What follows belongs to an exercise in optimizing a design on an open flow for small area; a production flow would make more cautious choices. Where RTL was checked, it was by simulation tests only, not by an equivalence proof against the original. No activity file was given, so power comes from the tool's default toggle rates.

== yarrow ==
==> flow/design.v <==
module upa_fd (
    input  wire        clk,
    input  wire        rst,             
    input  wire        rx_valid,
    input  wire [7:0]  rx_data,
    output reg         tx_valid,
    output reg  [7:0]  tx_data,
    output reg         busy,
    input  wire [15:0] enc,
    output reg         enc_reset,
    input  wire        btn_refresh,
    input  wire [7:0]  btn_in,
    input  wire        disp_stall,
    output reg         lcd_write_valid,
    output wire [7:0]  lcd_write_char,
    output reg         lcd_cursor_valid,
    output wire [2:0]  lcd_cursor_row,
    output wire [4:0]  lcd_cursor_col,
    output reg         lcd_clear_valid,
    output reg         led_valid,
    output wire [7:0]  led_mask,
    output reg         beep_valid,
    output wire [7:0]  beep_duration,
    output wire [15:0] beep_freq
);
    localparam [7:0]  INIT_BYTE  = 8'hFE;
    localparam [7:0]  POLL_BYTE  = 8'hFF;
    localparam [7:0]  WRITE8     = 8'h68;       
    localparam [7:0]  BEEP_DEFAULT_DURATION = 8'd100;
    localparam [15:0] BEEP_DEFAULT_FREQ     = 16'd2000;
    reg  [4:0]  toread;      
    reg         cur_f;       
    reg  [4:0]  head;
    reg  [4:0]  tail;
    reg  [7:0]  btn;
    reg         dvalid;
    reg  [64:0] dreg;        
    reg  [2:0]  cidx;        
    reg  [64:0] slot [0:31];
    wire [4:0] size     = head - tail;
    wire       is_empty = (head == tail);
    wire       is_full  = ((head + 5'd1) == tail);
    wire [2:0] b_op  = rx_data[7:5];
    wire [4:0] b_len = rx_data[4:0];
    wire       awaiting   = (toread == 5'd0);
    wire       cmd        = rx_valid && awaiting;
    wire       cmd_frame  = cmd && (b_op >= 3'd2) && (b_op <= 3'd6);
    wire       cmd_status = cmd && (b_op == 3'd1);
    wire       cmd_init   = cmd && (rx_data == INIT_BYTE);
    wire       cmd_poll   = cmd && (rx_data == POLL_BYTE);
    wire       data_byte  = rx_valid && !awaiting;
    wire       last_byte  = data_byte && (toread == 5'd1);
    wire complete = (cmd_frame && b_len == 5'd0) || cmd_init || last_byte;
    wire push = complete && !is_full;
    wire we_hi    = cmd_frame || cmd_init || (last_byte && cur_f);
    wire we_lo    = data_byte && !(last_byte && cur_f);
    wire f_in     = cmd ? (rx_data == WRITE8) : cur_f;
    wire [7:0] rx_n = ~rx_data;
    genvar s;
    generate
        for (s = 0; s < 32; s = s + 1) begin : g_slot
            wire sel = (head == s);
            always @(posedge clk) begin
                if (sel && we_hi)
                    slot[s][64:56] <= {!f_in, rx_n};
            end
            always @(posedge clk) begin
                if (sel && we_lo)
                    slot[s][55:0] <= {slot[s][47:0], rx_n};
            end
        end
    endgenerate
    wire [31:0] tsel_n = ~(32'd1 << tail);
    wire [64:0] rd;
    genvar c;
    generate
        for (c = 0; c < 65; c = c + 1) begin : g_rd
            wire [31:0] col;
            for (s = 0; s < 32; s = s + 1) begin : g_b
                assign col[s] = slot[s][c];
            end
            upa_fd_rcol u_col (.d(col), .ns(tsel_n), .q(rd[c]));
        end
    endgenerate
    wire       d_f   = dreg[64];
    wire [2:0] d_op  = dreg[63:61];
    wire [4:0] d_len = dreg[60:56];
    wire do_pop    = !disp_stall && !dvalid && !is_empty;
    wire do_exec   = !disp_stall && dvalid;
    wire init_exec = do_exec && !d_f && (d_op == 3'd7);
    wire write_ok  = d_f || (d_op == 3'd3 && d_len[4:3] == 2'b00 && d_len[2:0] != 3'd0);
    wire last_char = (cidx == {2'b00, !d_f});
    wire more_chars = write_ok && !last_char;
    always @(posedge clk) begin
        if (rst || init_exec) begin
            toread <= 5'd0;
            head   <= 5'd0;
            busy   <= 1'b0;
        end else if (rx_valid) begin
            if (awaiting) begin
                if (cmd_frame)
                    toread <= b_len;
                if (cmd_poll && is_empty)
                    busy <= 1'b0;
            end else begin
                toread <= toread - 5'd1;
            end
            if (push) begin
                head <= head + 5'd1;
                if (size >= 5'd21)
                    busy <= 1'b1;
            end
        end
    end
    always @(posedge clk) begin
        if (cmd)
            cur_f <= (rx_data == WRITE8);
    end
    always @(posedge clk) begin
        if (rst) begin
            tx_valid  <= 1'b0;
            enc_reset <= 1'b1;
        end else begin
            tx_valid  <= cmd_status && (b_len[4:2] == 3'd0) && (b_len[1:0] != 2'b11);
            enc_reset <= init_exec || (cmd_status && b_len == 5'd1);
        end
    end
    always @(posedge clk)
        tx_data <= b_len[0] ? enc[7:0] : (b_len[1] ? {3'b000, size} : btn);
    always @(posedge clk) begin
        if (rst || init_exec)
            btn <= 8'd0;
        else if (btn_refresh)
            btn <= btn_in;
    end
    always @(posedge clk) begin
        if (rst || init_exec) begin
            tail   <= 5'd0;
            dvalid <= 1'b0;
        end else if (do_pop) begin
            tail   <= tail + 5'd1;
            dvalid <= 1'b1;
        end else if (do_exec) begin
            if (!more_chars)
                dvalid <= 1'b0;
        end
    end
    always @(posedge clk) begin
        if (do_pop) begin
            dreg <= rd;
            cidx <= rd[64] ? 3'd7 : rd[58:56];
        end else if (do_exec) begin
            cidx <= cidx - 3'd1;
        end
    end
    always @(posedge clk) begin
        if (rst) begin
            lcd_write_valid  <= 1'b0;
            lcd_cursor_valid <= 1'b0;
            lcd_clear_valid  <= 1'b0;
            led_valid        <= 1'b0;
            beep_valid       <= 1'b0;
        end else begin
            lcd_write_valid  <= do_exec && write_ok;
            lcd_cursor_valid <= do_exec && !d_f && d_op == 3'd2 && d_len == 5'd1;
            lcd_clear_valid  <= do_exec && !d_f && d_op == 3'd4;
            led_valid        <= do_exec && !d_f && d_op == 3'd5 && d_len == 5'd1;
            beep_valid       <= do_exec && !d_f && d_op == 3'd6;
        end
    end
    wire beep_def = (d_len != 5'd3);
    assign lcd_write_char = dreg[8*cidx +: 8];
    assign lcd_cursor_row = dreg[7:5];
    assign lcd_cursor_col = dreg[4:0];
    assign led_mask       = dreg[7:0];
    assign beep_duration  = beep_def ? BEEP_DEFAULT_DURATION : dreg[23:16];
    assign beep_freq      = beep_def ? BEEP_DEFAULT_FREQ : dreg[15:0];
endmodule
module upa_fd_rcol (
    input  wire [31:0] d,
    input  wire [31:0] ns,
    output wire        q
);
    wire [15:0] y;
    genvar i;
    generate
        for (i = 0; i < 16; i = i + 1) begin : g_p
            upa_fd_oai22 u_p (.a1(d[2*i]), .a2(ns[2*i]), .b1(d[2*i+1]), .b2(ns[2*i+1]), .y(y[i]));
        end
    endgenerate
    assign q = |y;
endmodule
module upa_fd_oai22 (
    input  wire a1,
    input  wire a2,
    input  wire b1,
    input  wire b2,
    output wire y
);
    assign y = ~((a1 | a2) & (b1 | b2));
endmodule
Settings: LEC_CHECK=0, CAP_MARGIN=20, CORE_MARGIN=2, CORE_UTILIZATION=55, CTS_BUF_LIST=sky130_fd_sc_hd__clkbuf_16, CTS_CLUSTER_DIAMETER=100, CTS_CLUSTER_SIZE=25, PLACE_DENSITY=0.65, SLEW_MARGIN=20, SYNTH_HIERARCHICAL=1; clock period 10.0 ns.
run.sh (not shown) runs the stock make flow with config.mk's settings and CLKGATE_MAP_FILE= SYNTH_SCRIPT=/design/flow/synth_recipe.tcl, a recipe that flattens the netlist after the stock synthesis.
Modified inputs, tundra compared to yarrow
--- a/flow/design.v
+++ b/flow/design.v
@@ -55,18 +55,17 @@
     wire we_hi    = cmd_frame || cmd_init || (last_byte && cur_f);
     wire we_lo    = data_byte && !(last_byte && cur_f);
     wire f_in     = cmd ? (rx_data == WRITE8) : cur_f;
-    wire [7:0] rx_n = ~rx_data;
     genvar s;
     generate
         for (s = 0; s < 32; s = s + 1) begin : g_slot
             wire sel = (head == s);
             always @(posedge clk) begin
                 if (sel && we_hi)
-                    slot[s][64:56] <= {!f_in, rx_n};
+                    slot[s][64:56] <= {f_in, rx_data};
             end
             always @(posedge clk) begin
                 if (sel && we_lo)
-                    slot[s][55:0] <= {slot[s][47:0], rx_n};
+                    slot[s][55:0] <= {slot[s][47:0], rx_data};
             end
         end
     endgenerate
@@ -188,7 +187,7 @@
             upa_fd_oai22 u_p (.a1(d[2*i]), .a2(ns[2*i]), .b1(d[2*i+1]), .b2(ns[2*i+1]), .y(y[i]));
         end
     endgenerate
-    assign q = |y;
+    assign q = ~|y;
 endmodule
 module upa_fd_oai22 (
     input  wire a1,
Notes after the runs:
- [compare] base=yarrow new=tundra: number of standard cells in the layout, taps in and fillers out did not really move, power consumption did not really move, share of final layout cell area taken by non-clock buffers went down.
- Post-synthesis adder-cell area fraction delta (yarrow -> tundra): insignificant
- Worst-case setup margin in the final layout on tundra is behind yarrow.
- Diff yarrow -> tundra | area used by multi-input combinational logic | up by a few percent
- Between tundra and yarrow, the core outline area does not differ in any meaningful way.
- Summary of the comparison: total wirelength of the detailed-routed design is lower in tundra, relative to yarrow.
- Diff yarrow..tundra | via count | negligible
- tundra gives less layout overhead on the synthesized area than yarrow did.
- yarrow -> tundra: fraction of final layout cells with drive strength greater than 1 flat
- Of the two values seen for cell with the largest stage delay on the worst path, sky130_fd_sc_hd__nor4b_2 was produced by tundra and sky130_fd_sc_hd__edfxtp_1 by yarrow.
The RTL of tundra was laid out without a check of its function.

[port drivers added, routing unchanged]
The results above use ideal ports. As a check the final layouts listed here were re-extracted and re-timed, cells and wires unchanged.
Step 1 (the two cells are an assumption about what drives the block):
set clk [get_ports {clk}]
set_driving_cell -lib_cell sky130_fd_sc_hd__clkbuf_16 $clk
set_driving_cell -lib_cell sky130_fd_sc_hd__buf_2 [delete_from_list [all_inputs] $clk]
Step 2 adds t to the input delays and takes it off the output delays; t is the mean of the earliest and latest rising clock arrival at the registers after step 1. Input paths then give back, and output paths get back, about the clock's delay inside the block.
Slacks: ideal / step 1 / step 2; pairs: ideal / step 1.
run	shift t [ns]	slack for setup (ns)	hold slack, ns	clock arrival spread, ns	worst slew at a driven data input, ns
yarrow	0.812	4.741 / 4.656 / 4.361	0.440 / 0.440 / 0.440	0.044 / 0.043	0.05
tundra	0.809	4.089 / 4.011 / 4.478	0.436 / 0.436 / 0.436	0.049 / 0.049	0.04
After both steps every run listed still meets setup and hold. For yarrow, which loses most, drivers alone change the setup slack by -0.085 ns; drivers and shift together by -0.380 ns.
